This design comes from an exercise in tuning for small area and few clock cycles on the open sky130 flow, not from production work.
In this exercise RTL edits were held to simulation tests only and were not proved equivalent to the original.
Power figures rest on the tool's default switching activity, not on a simulated workload.

`design/flow/design.v`:
```
module frame_codec (
    input  wire        clk,
    input  wire        rst,
    input  wire        in_valid,
    input  wire [7:0]  in_data,
    output reg         in_ready,
    output reg         tx_valid,
    output reg  [7:0]  tx_data,
    output reg         tx_last,
    input  wire        tx_ready,
    output reg         dsp_valid,
    output reg  [7:0]  dsp_data,
    output reg         dsp_last,
    input  wire        dsp_ready,
    output reg         rsp_valid,
    output wire [31:0] rsp_data,
    input  wire        rsp_ready
);
    localparam [7:0]  DEFAULT_FRAG_SIZE = 8'd16;
    localparam [16:0] ACC_CAPACITY      = 17'd256;
    localparam [1:0] CLASS_CTRL     = 2'd0;
    localparam [1:0] CLASS_DATA     = 2'd1;
    localparam [5:0] SUB_DATA_NEG   = 6'h00;
    localparam [5:0] SUB_DATA_ERROR = 6'h12;
    localparam       SECMODE_CTRL_CHECK = 4;
    localparam       SECMODE_DATA_CHECK = 0;
    localparam [7:0] TYPE_ACK       = 8'h00;
    localparam [7:0] TYPE_ERROR     = 8'h49;
    localparam [7:0] ERR_CODE_CHECKSUM = 8'h01;
    localparam [7:0] ST_OK          = 8'h00;
    localparam [7:0] ST_SEQ_MISMATCH = 8'h01;
    localparam [7:0] ST_CHECKSUM    = 8'h02;
    localparam [7:0] ST_FRAG_OVERRUN = 8'h03;
    localparam [7:0] ST_ALLOC_FAIL  = 8'h04;
    localparam [7:0] ST_MALFORMED   = 8'h05;
    localparam [7:0] ST_NOT_ENABLED = 8'h06;
    localparam [7:0] ST_BAD_PARAM   = 8'h07;
    localparam [7:0] ST_BAD_OP      = 8'h08;
    localparam [3:0] OP_ATTACH  = 4'h1;
    localparam [3:0] OP_DETACH  = 4'h2;
    localparam [3:0] OP_SETFRAG = 4'h3;
    localparam [3:0] OP_SETSEC  = 4'h4;
    localparam [3:0] OP_SEND    = 4'h5;
    localparam [3:0] OP_RECV    = 4'h6;
    localparam [3:0] OP_RDREG   = 4'h7;
    localparam [3:0] S_CMD     = 4'd0;   
    localparam [3:0] S_EXEC    = 4'd1;   
    localparam [3:0] S_DISCARD = 4'd2;   
    localparam [3:0] S_HDR     = 4'd3;   
    localparam [3:0] S_ENV     = 4'd4;   
    localparam [3:0] S_PAY     = 4'd5;   
    localparam [3:0] S_CRC     = 4'd6;   
    localparam [3:0] S_NEXT    = 4'd7;   
    localparam [3:0] S_RSP     = 4'd8;   
    localparam [3:0] S_RX      = 4'd9;   
    localparam [3:0] S_RX_END  = 4'd10;  
    localparam [3:0] S_RX_POST = 4'd11;  
    localparam [3:0] S_DSP     = 4'd12;  
    localparam [1:0] RET_RSP     = 2'd0;
    localparam [1:0] RET_RX_POST = 2'd1;
    function [15:0] crc16_byte;
        input [15:0] crc_in;
        input [7:0]  b;
        integer k;
        reg [15:0] c;
        begin
            c = crc_in ^ {b, 8'h00};
            for (k = 0; k < 8; k = k + 1)
                c = c[15] ? ((c << 1) ^ 16'h1021) : (c << 1);
            crc16_byte = c;
        end
    endfunction
    reg        enabled;
    reg [7:0]  send_seq;
    reg [7:0]  recv_seq;
    reg [7:0]  sec_mode;
    reg [7:0]  frag_size;
    reg        ctx_valid;
    reg [15:0] ctx_total;
    reg [15:0] ctx_offset;
    reg [7:0]  ctx_type;
    reg [7:0]  acc [0:255];
    reg [3:0]  state;
    reg [31:0] cmd;
    reg [1:0]  byte_idx;
    reg [15:0] cnt;         
    reg [7:0]  rsp_status;
    reg [15:0] rsp_value;
    reg [7:0]  msg_type;
    reg        msg_int;     
    reg [7:0]  msg_byte;
    reg [1:0]  msg_ret;
    reg [15:0] rem;         
    reg        frame_frag;
    reg        frame_chk;
    reg [7:0]  frame_len;
    reg [7:0]  frame_take;
    reg [15:0] crc;
    reg [15:0] rx_pos;
    reg [7:0]  rx_type;
    reg [7:0]  rx_fc;
    reg [7:0]  rx_seq;
    reg [7:0]  rx_len;
    reg [15:0] rx_t;        
    reg [15:0] rx_sum;      
    reg        rx_size_bad;
    reg        rx_seq_bad;
    reg [7:0]  dsp_type;
    reg [15:0] dsp_len;
    reg [7:0]  dsp_ptr;     
    reg [16:0] dsp_idx;     
    wire [3:0]  cmd_op    = cmd[3:0];
    wire [3:0]  cmd_rsvd  = cmd[7:4];
    wire [7:0]  cmd_arg   = cmd[15:8];
    wire [15:0] cmd_len   = cmd[31:16];
    assign rsp_data = {rsp_value, 8'h00, rsp_status};
    wire [1:0] type_cls = msg_type[1:0];
    wire [5:0] type_sub = msg_type[7:2];
    wire       chk_req  = (type_cls == CLASS_CTRL) ? sec_mode[SECMODE_CTRL_CHECK] :
                          (type_cls == CLASS_DATA && type_sub != SUB_DATA_NEG &&
                           type_sub != SUB_DATA_ERROR) ? sec_mode[SECMODE_DATA_CHECK] :
                          1'b0;
    wire       next_frag = rem > {8'h00, frag_size};
    wire [7:0] next_take = next_frag ? frag_size : rem[7:0];
    wire [7:0] next_len  = next_frag ? frag_size + 8'd2 : rem[7:0];
    wire [7:0] frame_fc = {3'b000, frame_frag, 1'b0, 1'b1, frame_chk, 1'b0};
    wire        rx_frag      = rx_fc[4];
    wire        rx_chk       = rx_fc[1];
    wire [15:0] rx_k         = rx_pos - 16'd4;           
    wire        rx_in_pay    = rx_pos >= 16'd4 && rx_pos < 16'd4 + {8'h00, rx_len};
    wire [16:0] rx_content_n = {9'h000, rx_len} - 17'd2;  
    wire [15:0] rx_base      = ctx_valid ? ctx_offset : 16'h0000;
    wire        rx_hdr_ok    = !rx_size_bad && !rx_seq_bad;
    wire rx_frag_ok = (rx_len >= 8'd2) &&
                      (ctx_valid ? ({1'b0, ctx_offset} + rx_content_n <= {1'b0, ctx_total})
                                 : ({1'b0, rx_t} <= ACC_CAPACITY && rx_content_n <= {1'b0, rx_t}));
    wire rx_final_ok = ctx_valid ? ({1'b0, ctx_offset} + {9'h000, rx_len} <= {1'b0, ctx_total})
                                 : 1'b1;
    wire [15:0] rx_wr_addr = rx_frag ? rx_base + rx_k - 16'd2 : rx_base + rx_k;
    wire        rx_wr_en   = rx_hdr_ok && rx_in_pay &&
                             (rx_frag ? (rx_k >= 16'd2 && rx_frag_ok) : rx_final_ok);
    reg [7:0] gen_byte;
    always @(*) begin
        gen_byte = 8'h00;
        case (state)
            S_HDR: case (byte_idx)
                2'd0: gen_byte = msg_type;
                2'd1: gen_byte = frame_fc;
                2'd2: gen_byte = send_seq;
                default: gen_byte = frame_len;
            endcase
            S_ENV: gen_byte = byte_idx[0] ? rem[15:8] : rem[7:0];
            S_CRC: gen_byte = byte_idx[0] ? crc[15:8] : crc[7:0];
            default: gen_byte = 8'h00;
        endcase
    end
    always @(*) begin
        in_ready  = 1'b0;
        tx_valid  = 1'b0;
        tx_data   = 8'h00;
        tx_last   = 1'b0;
        dsp_valid = 1'b0;
        dsp_data  = 8'h00;
        dsp_last  = 1'b0;
        rsp_valid = 1'b0;
        case (state)
            S_CMD:     in_ready = 1'b1;
            S_DISCARD: in_ready = 1'b1;
            S_RX:      in_ready = 1'b1;
            S_HDR: begin
                tx_valid = 1'b1;
                tx_data  = gen_byte;
                tx_last  = (byte_idx == 2'd3) && (frame_len == 8'd0) && !frame_chk;
            end
            S_ENV: begin
                tx_valid = 1'b1;
                tx_data  = gen_byte;
            end
            S_PAY: begin
                if (msg_int) begin
                    tx_valid = 1'b1;
                    tx_data  = msg_byte;
                end else begin
                    in_ready = tx_ready;
                    tx_valid = in_valid;
                    tx_data  = in_data;
                end
                tx_last = (cnt == 16'd1) && !frame_chk;
            end
            S_CRC: begin
                tx_valid = 1'b1;
                tx_data  = gen_byte;
                tx_last  = byte_idx[0];
            end
            S_DSP: begin
                dsp_valid = 1'b1;
                case (dsp_idx)
                    17'd0: dsp_data = dsp_type;
                    17'd1: dsp_data = dsp_len[7:0];
                    17'd2: dsp_data = dsp_len[15:8];
                    default: dsp_data = acc[dsp_ptr];
                endcase
                dsp_last = (dsp_idx == {1'b0, dsp_len} + 17'd2);
            end
            S_RSP:     rsp_valid = 1'b1;
            default: ;
        endcase
    end
    wire in_fire  = in_valid && in_ready;
    wire tx_fire  = tx_valid && tx_ready;
    wire dsp_fire = dsp_valid && dsp_ready;
    always @(posedge clk) begin
        if (state == S_RX && in_fire && rx_wr_en)
            acc[rx_wr_addr[7:0]] <= in_data;
    end
    always @(posedge clk) begin
        if (rst) begin
            enabled     <= 1'b0;
            send_seq    <= 8'h00;
            recv_seq    <= 8'h00;
            sec_mode    <= 8'h00;
            frag_size   <= DEFAULT_FRAG_SIZE;
            ctx_valid   <= 1'b0;
            ctx_total   <= 16'h0;
            ctx_offset  <= 16'h0;
            ctx_type    <= 8'h00;
            state       <= S_CMD;
            cmd         <= 32'h0;
            byte_idx    <= 2'd0;
            cnt         <= 16'h0;
            rsp_status  <= 8'h00;
            rsp_value   <= 16'h0;
            msg_type    <= 8'h00;
            msg_int     <= 1'b0;
            msg_byte    <= 8'h00;
            msg_ret     <= RET_RSP;
            rem         <= 16'h0;
            frame_frag  <= 1'b0;
            frame_chk   <= 1'b0;
            frame_len   <= 8'h00;
            frame_take  <= 8'h00;
            crc         <= 16'h0;
            rx_pos      <= 16'h0;
            rx_type     <= 8'h00;
            rx_fc       <= 8'h00;
            rx_seq      <= 8'h00;
            rx_len      <= 8'h00;
            rx_t        <= 16'h0;
            rx_sum      <= 16'h0;
            rx_size_bad <= 1'b0;
            rx_seq_bad  <= 1'b0;
            dsp_type    <= 8'h00;
            dsp_len     <= 16'h0;
            dsp_idx     <= 17'h0;
            dsp_ptr     <= 8'h00;
        end else begin
            case (state)
                S_CMD: if (in_fire) begin
                    cmd      <= {in_data, cmd[31:8]};
                    byte_idx <= byte_idx + 2'd1;
                    if (byte_idx == 2'd3)
                        state <= S_EXEC;
                end
                S_EXEC: begin
                    rsp_status <= ST_OK;
                    rsp_value  <= 16'h0;
                    state      <= S_RSP;
                    if (cmd_rsvd != 4'h0 || cmd_op == 4'h0 || cmd_op[3]) begin
                        rsp_status <= ST_BAD_OP;
                        if (cmd_op == OP_SEND || cmd_op == OP_RECV) begin
                            cnt   <= cmd_len;
                            state <= (cmd_len != 16'h0) ? S_DISCARD : S_RSP;
                        end
                    end else begin
                        case (cmd_op)
                            OP_ATTACH: begin
                                enabled    <= 1'b1;
                                send_seq   <= 8'h00;
                                recv_seq   <= 8'h00;
                                sec_mode   <= 8'h00;
                                frag_size  <= DEFAULT_FRAG_SIZE;
                                ctx_valid  <= 1'b0;
                                ctx_total  <= 16'h0;
                                ctx_offset <= 16'h0;
                                ctx_type   <= 8'h00;
                            end
                            OP_DETACH: begin
                                if (!enabled) begin
                                    rsp_status <= ST_NOT_ENABLED;
                                end else begin
                                    enabled    <= 1'b0;
                                    send_seq   <= 8'h00;
                                    recv_seq   <= 8'h00;
                                    sec_mode   <= 8'h00;
                                    frag_size  <= DEFAULT_FRAG_SIZE;
                                    ctx_valid  <= 1'b0;
                                    ctx_total  <= 16'h0;
                                    ctx_offset <= 16'h0;
                                    ctx_type   <= 8'h00;
                                end
                            end
                            OP_SETFRAG: begin
                                if (!enabled)
                                    rsp_status <= ST_NOT_ENABLED;
                                else if (cmd_arg == 8'd0 || cmd_arg > 8'd250)
                                    rsp_status <= ST_BAD_PARAM;
                                else
                                    frag_size <= cmd_arg;
                            end
                            OP_SETSEC: begin
                                if (!enabled)
                                    rsp_status <= ST_NOT_ENABLED;
                                else
                                    sec_mode <= cmd_arg;
                            end
                            OP_SEND: begin
                                if (!enabled) begin
                                    rsp_status <= ST_NOT_ENABLED;
                                    cnt        <= cmd_len;
                                    state      <= (cmd_len != 16'h0) ? S_DISCARD : S_RSP;
                                end else begin
                                    msg_type <= cmd_arg;
                                    msg_int  <= 1'b0;
                                    msg_ret  <= RET_RSP;
                                    rem      <= cmd_len;
                                    state    <= S_NEXT;
                                end
                            end
                            OP_RECV: begin
                                if (!enabled) begin
                                    rsp_status <= ST_NOT_ENABLED;
                                    cnt        <= cmd_len;
                                    state      <= (cmd_len != 16'h0) ? S_DISCARD : S_RSP;
                                end else if (cmd_len < 16'd4) begin
                                    rsp_status <= ST_MALFORMED;
                                    cnt        <= cmd_len;
                                    state      <= (cmd_len != 16'h0) ? S_DISCARD : S_RSP;
                                end else begin
                                    rx_pos      <= 16'h0;
                                    rx_size_bad <= 1'b0;
                                    rx_seq_bad  <= 1'b0;
                                    state       <= S_RX;
                                end
                            end
                            OP_RDREG: begin
                                case (cmd_arg)
                                    8'h00: rsp_value <= {14'h0, ctx_valid, enabled};
                                    8'h01: rsp_value <= {8'h00, send_seq};
                                    8'h02: rsp_value <= {8'h00, recv_seq};
                                    8'h03: rsp_value <= {8'h00, sec_mode};
                                    8'h04: rsp_value <= {8'h00, frag_size};
                                    8'h05: rsp_value <= ctx_total;
                                    8'h06: rsp_value <= ctx_offset;
                                    8'h07: rsp_value <= {8'h00, ctx_type};
                                    default: rsp_status <= ST_BAD_PARAM;
                                endcase
                            end
                            default: rsp_status <= ST_BAD_OP;
                        endcase
                    end
                end
                S_DISCARD: if (in_fire) begin
                    cnt <= cnt - 16'd1;
                    if (cnt == 16'd1)
                        state <= S_RSP;
                end
                S_RX: if (in_fire) begin
                    rx_pos <= rx_pos + 16'd1;
                    case (rx_pos)
                        16'd0: rx_type <= in_data;
                        16'd1: rx_fc   <= in_data;
                        16'd2: begin
                            rx_seq <= in_data;
                            crc    <= crc16_byte({8'h00, in_data}, in_data);
                        end
                        16'd3: begin
                            rx_len      <= in_data;
                            crc         <= crc16_byte(crc, in_data);
                            rx_size_bad <= {1'b0, cmd_len} <
                                           17'd4 + {9'h000, in_data} + (rx_fc[1] ? 17'd2 : 17'd0);
                            rx_seq_bad  <= rx_seq != recv_seq;
                        end
                        default: begin
                            if (rx_in_pay) begin
                                crc <= crc16_byte(crc, in_data);
                                if (rx_k == 16'd0) rx_t[7:0]  <= in_data;
                                if (rx_k == 16'd1) rx_t[15:8] <= in_data;
                            end
                            if (rx_pos == 16'd4 + {8'h00, rx_len})
                                rx_sum[7:0] <= in_data;
                            if (rx_pos == 16'd5 + {8'h00, rx_len})
                                rx_sum[15:8] <= in_data;
                        end
                    endcase
                    if (rx_pos == cmd_len - 16'd1)
                        state <= S_RX_END;
                end
                S_RX_END: begin
                    state <= S_RSP;
                    if (rx_size_bad) begin
                        rsp_status <= ST_MALFORMED;
                    end else if (rx_seq_bad) begin
                        rsp_status <= ST_SEQ_MISMATCH;
                    end else begin
                        recv_seq <= recv_seq + 8'd1;
                        if (rx_chk && crc != rx_sum) begin
                            rsp_status <= ST_CHECKSUM;
                            msg_type   <= TYPE_ERROR;
                            msg_int    <= 1'b1;
                            msg_byte   <= ERR_CODE_CHECKSUM;
                            msg_ret    <= RET_RSP;
                            rem        <= 16'd1;
                            state      <= S_NEXT;
                        end else if (rx_fc[3]) begin
                            msg_type   <= TYPE_ACK;
                            msg_int    <= 1'b1;
                            msg_byte   <= rx_seq;
                            msg_ret    <= RET_RX_POST;
                            rem        <= 16'd1;
                            state      <= S_NEXT;
                        end else begin
                            state      <= S_RX_POST;
                        end
                    end
                end
                S_RX_POST: begin
                    state      <= S_RSP;
                    rsp_status <= ST_OK;
                    if (rx_frag) begin
                        if (rx_len < 8'd2) begin
                            rsp_status <= ST_MALFORMED;
                        end else if (!ctx_valid) begin
                            if ({1'b0, rx_t} > ACC_CAPACITY)
                                rsp_status <= ST_ALLOC_FAIL;
                            else if (rx_content_n > {1'b0, rx_t})
                                rsp_status <= ST_FRAG_OVERRUN;
                            else begin
                                ctx_valid  <= 1'b1;
                                ctx_total  <= rx_t;
                                ctx_offset <= rx_content_n[15:0];
                                ctx_type   <= rx_type;
                            end
                        end else begin
                            if (!rx_frag_ok)
                                rsp_status <= ST_FRAG_OVERRUN;
                            else
                                ctx_offset <= ctx_offset + rx_content_n[15:0];
                        end
                    end else begin
                        if (!rx_final_ok) begin
                            rsp_status <= ST_FRAG_OVERRUN;
                        end else begin
                            dsp_idx <= 17'h0;
                    dsp_ptr <= 8'h00;
                            state   <= S_DSP;
                            if (ctx_valid) begin
                                dsp_type   <= ctx_type;
                                dsp_len    <= ctx_total;
                                ctx_valid  <= 1'b0;
                                ctx_total  <= 16'h0;
                                ctx_offset <= 16'h0;
                                ctx_type   <= 8'h00;
                            end else begin
                                dsp_type <= rx_type;
                                dsp_len  <= {8'h00, rx_len};
                            end
                        end
                    end
                end
                S_DSP: if (dsp_fire) begin
                    dsp_idx <= dsp_idx + 17'd1;
                    if (dsp_idx >= 17'd3)
                        dsp_ptr <= dsp_ptr + 8'd1;
                    if (dsp_last)
                        state <= S_RSP;
                end
                S_NEXT: begin
                    frame_frag <= next_frag;
                    frame_chk  <= chk_req;
                    frame_len  <= next_len;
                    frame_take <= next_take;
                    crc        <= {8'h00, send_seq};
                    byte_idx   <= 2'd0;
                    state      <= S_HDR;
                end
                S_HDR: if (tx_fire) begin
                    byte_idx <= byte_idx + 2'd1;
                    if (byte_idx == 2'd2 || byte_idx == 2'd3)
                        crc <= crc16_byte(crc, gen_byte);
                    if (byte_idx == 2'd3) begin
                        byte_idx <= 2'd0;
                        cnt      <= {8'h00, frame_take};
                        if (frame_frag)
                            state <= S_ENV;
                        else if (frame_take != 8'd0)
                            state <= S_PAY;
                        else if (frame_chk)
                            state <= S_CRC;
                        else begin
                            send_seq <= send_seq + 8'd1;
                            state    <= (msg_ret == RET_RX_POST) ? S_RX_POST : S_RSP;
                        end
                    end
                end
                S_ENV: if (tx_fire) begin
                    crc      <= crc16_byte(crc, gen_byte);
                    byte_idx <= byte_idx + 2'd1;
                    if (byte_idx[0]) begin
                        byte_idx <= 2'd0;
                        state    <= S_PAY;
                    end
                end
                S_PAY: if (tx_fire) begin
                    crc <= crc16_byte(crc, tx_data);
                    cnt <= cnt - 16'd1;
                    if (cnt == 16'd1) begin
                        if (frame_chk) begin
                            byte_idx <= 2'd0;
                            state    <= S_CRC;
                        end else begin
                            send_seq <= send_seq + 8'd1;
                            rem      <= rem - {8'h00, frame_take};
                            state    <= frame_frag ? S_NEXT :
                                        (msg_ret == RET_RX_POST) ? S_RX_POST : S_RSP;
                        end
                    end
                end
                S_CRC: if (tx_fire) begin
                    byte_idx <= byte_idx + 2'd1;
                    if (byte_idx[0]) begin
                        byte_idx <= 2'd0;
                        send_seq <= send_seq + 8'd1;
                        rem      <= rem - {8'h00, frame_take};
                        state    <= frame_frag ? S_NEXT :
                                    (msg_ret == RET_RX_POST) ? S_RX_POST : S_RSP;
                    end
                end
                S_RSP: if (rsp_ready) begin
                    byte_idx <= 2'd0;
                    state    <= S_CMD;
                end
                default: state <= S_CMD;
            endcase
        end
    end
endmodule
```
`design/flow/run.sh`:
```
#!/bin/bash
# synth_recipe.tcl (not shown) runs the flow's synth.tcl, then flattens the netlist and writes it again
# the make line also repeats each setting of config.mk as NAME=value (left out here)
make -C /OpenROAD-flow-scripts/flow DESIGN_CONFIG=/design/flow/config.mk WORK_HOME=/design/flow/orfs CLKGATE_MAP_FILE= SYNTH_SCRIPT=/design/flow/synth_recipe.tcl finish
```
`design/flow/config.mk`:
```
export PLATFORM = sky130hd
export DESIGN_NAME = frame_codec
export DESIGN_NICKNAME = frame_codec
export VERILOG_FILES = /design/flow/design.v
export SDC_FILE = /design/flow/constraint.sdc
export NUM_CORES = 4
export LEC_CHECK = 0
export CAP_MARGIN = 20
export CORE_MARGIN = 2
export CORE_UTILIZATION = 40
export PLACE_DENSITY = 0.6
export SLEW_MARGIN = 20
```
`design/flow/constraint.sdc`:
```
create_clock -name core_clock -period 7.0 [get_ports {clk}]
set_input_delay 1.4000 -clock core_clock [delete_from_list [all_inputs] [get_ports {clk}]]
set_output_delay 1.4000 -clock core_clock [all_outputs]
set_load 0.01 [all_outputs]
```
==> run notes <==
[power groups by stage]
| stage | logic (mW) | clock network [mW] | registers [mW] |
|---|---|---|---|
| 6_report | 0.649 | 14.0 | 15.5 |
| 5_1_grt | 0.695 | 14.8 | 15.5 |
| 4_1_cts | 0.651 | 14.2 | 15.5 |
| 3_5_place_dp | 0.649 | 0 | 15.8 |
| 3_3_place_gp | 0.638 | 0 | 15.8 |
| 2_1_floorplan | 0.274 | 0 | 15.8 |
[cells in the mapped netlist, types with 14 or more instances]
library cell / count
o31ai_1: 14
ha_1: 147
and2_1: 25
dfxtp_1: 349
a31oi_1: 15
nand2_1: 381
xnor2_1: 150
clkbuf_1: 302
xor2_1: 105
a211oi_1: 69
mux2i_1: 154
a22oi_1: 42
nand2b_1: 82
or3_1: 19
and3_1: 22
nor3_1: 74
a21oi_1: 238
nor2b_1: 37
mux2_2: 19
or2_2: 18
mux4_2: 658
o21a_1: 22
nand3_1: 94
nand4_1: 45
a21o_1: 22
inv_1: 124
or4_1: 23
buf_2: 35
o21ai_0: 125
edfxtp_1: 2048
nor2_1: 574
buf_1: 77
a222oi_1: 19
nor4_1: 101
a221oi_1: 38
nor3b_1: 15
o211ai_1: 25
[layer usage]
metal	share of wire	vias up	global-route usage
li1	-	26440	-
met5	0.00024	-	0
met2	0.46	3010	0.3484
met3	0.081	547	0.04098
met1	0.42	31830	0.3187
met4	0.040	10	0.08296
[worst max-delay path, cell delays in order (launching register included)]
cell,delay (ns)
dfxtp_4,0.85
buf_4,0.68
mux4_2,0.45
mux4_2,0.51
mux2_2,0.27
nand2_1,0.06
o21ai_0,0.27
a22o_1,0.32
or3_1,0.52
clkdlybuf4s50_1,0.54
[sequential cells by signal, indices dropped and copies added (netlist names), 16 cells and up, named ones only]
name        count
dsp_len        16
ctx_total      16
ctx_offset     16
rsp_value      16
rx_t           16
cnt            16
acc          2048
rem            16
crc            16
cmd            32
dsp_idx        17
rx_pos         16
rx_sum         16
[kinds of logic after synthesis]
family / count (synthesis) / share of synthesized area
AOI/OAI and AO/OA: 788 / 0.05103
xor gates and xnor gates: 259 / 0.02228
adders and majority gates: 151 / 0.01840
buffers and inverters: 554 / 0.02090
DFF: 2397 / 0.6567
muxes: 831 / 0.1589
other: 1 / 0.00003596
and+or+nand+nor: 1571 / 0.07169
[timing repair]
item                       CTS  global route
setup buffers                0             1
resized for setup            0            14
hold buffers                 0             0
setup endpoints to repair    0          1216
[area by class of cell]
type / count / share of cell area
antenna: 1 / 0.00002088
clock buffer: 322 / 0.05955
clock inverter: 145 / 0.01283
inverter: 126 / 0.003977
multi-input combinational: 3612 / 0.2843
sequential: 2397 / 0.5715
tap: 3402 / 0.03551
timing repair buffer: 454 / 0.03234
[through the flow]
stage                     utilization  total power, mW  instances  hold slack [ns]  setup slack (ns)
after global routing           0.4620            30.97      10460           0.4823           0.05406
after CTS                      0.4618            30.40      10460           0.4534            0.1245
after global placement         0.4283            16.46       9989           0.4365            0.2514
after floorplan                     -            16.08       6563           0.4308            0.6950
after detailed placement       0.4283            16.47       9990           0.4462            0.1655
final                          0.4620            30.22      10460           0.4504            0.2771
[worst min-delay path by stage]
stage                        end
after floorplan           cmd[7]
after detailed placement  cmd[4]
final                     cmd[4]
after CTS                 cmd[4]
after global placement    cmd[7]
after global routing      cmd[4]
==> flow_summary.toml <==
[global_routing]
antenna_found_initial = 13
grt_pass1_wl_um = 438000
grt_max_degree = 149
overflow = 0
grt_pass1_vias = 60410
grt_use_total = 0.2254

[yosys]
synth-seq-cells = 2397
synth_area_um2 = 104300
synth_edf_count = 2048
ys_types = 97
synth_top_area_frac = 0.5897
yosys_warnings = 1
ys_async_sr_fraction = 0
synth_area_leader_cell = "edfxtp_1"
synth.area.top_cells = "edfxtp_1 (59%), mux4_2 (14%), dfxtp_1 (6.7%)"
ys.flop_type = "edfxtp_1"
synthesis.instances = 6552
ys_seq_area_frac = 0.6567
avgSynthCellArea_um2 = 15.92

[sta]
fin_tns_setup_ns = 0
rsz0062_at_grt = "no"
timing.final.crit_share = 0.9604
hold_viol_final = 0
drv_slew = 0
skew_ns = 0.08834
fmax_ghz = 0.1487
fin_crit_ns = 6.723
slew_headroom = 0.1970
worst_pin_slew_ns = 1.205
finalSetupViolations = 0

[pwr]
p_leak_nw = 37.79
p_switching_mw = 6.255
p_seq_frac = 0.514
p_clk_frac = 0.465
power_density_nw_per_um2 = 252.1
p_int_mw = 23.97
switching_share = 0.2070
irDropWorstVdd_v = 0.0002192
pwr-share-comb = 0.021

[die]
ioPinCount = 68
dieArea_um2 = 264800
core_um2 = 259500
chipWidth_um = 514.6
rows = 187
initial_core_util = 0.4019
die_h_um = 514.6

[run_status]
status = "complete, no violations"

[setup_path]
cp.required_ns = 5.60
r2r_start = "rx_len[2]"
worst_ep_arrival_time_ns = 5.32
end_kind = "primary output"
worstRegToRegCells = 23
r2r_slack_ns = 0.42
crit_path_start_kind = "flop"
timing.rr.end = "acc[95][7]"
path_max_fanout = 46
crit_type = "flop to primary output"
worstSetupEndpoint = "dsp_data[0]"

[worst_hold_path]
hold_path_class = "flop to flop"
min_path_cells = 2
worstHoldStart = "cmd[4]"

[route]
avgRoutedWirePerCell_um = 28.92
routed_wl_um = 302500
ant_nets = 0
first_pass_iters = 6
vias = 61840
post-route-drc-count = 0
viasPerCell = 5.913
drt-initial-drc-count = 7803

[final_layout]
multi_input_area_um2 = 34070
seqCellArea_um2 = 68500
fin_nets = 7023
area_growth_pct = 14.94
final_cell_area_um2 = 119900
drive_above_1_share = 0.2276
n_fill_cell = 21960
final_common_cell = "edfxtp_1"
layout_common_cells = "edfxtp_1 (2,048), mux4_2 (658), nor2_1 (560)"

[clock_network]
cts_made_buffers = 267
cts.sinks = 2397
cts_root_buffer = "clkbuf_16"
clkLatencyLatePin_ns = 0.87
cts_tree = "built"
clkTransAtPathRegs_ns = 0.05
ctsHtreeMaxLevel = 5
cts_buffer_depth = 4

[placement]
place_area_um2 = 111100
portBuffers = 55
dp_hpwl_um = 204200
place_congestion = 0.9232

[job]
cap_violations = 0
Testbench counts, summed over its fixed seeds: cycles 64,146.

[static timing again, ports no longer ideal]
In the flow no input, the clock included, has a driving cell. The finished layout below was timed again as built, in two steps. Step 1 sets driving cells, clkbuf_16 on the clock port and buf_2 on the other inputs (assumed; they add their load-dependent delay and slew). Step 2 adds t to the input delays and takes it off the output delays; t is the mean of the earliest and latest rising clock arrival at the registers after step 1. Input paths then give back, and output paths get back, about the clock's delay inside the block. a / b / c = ideal / step 1 / step 2; a / b = the first two.
t, ns: 0.916
setup WS [ns]: 0.277 / 0.184 / 0.422
hold slack, ns: 0.450 / 0.450 / 0.450
worst setup path after step 2: register to register
worst register clock-pin slew, ns: 0.07 / 0.07
After both steps this run still meets setup and hold. The setup slack of this run moves by -0.093 ns with the drivers and by +0.145 ns with both steps.
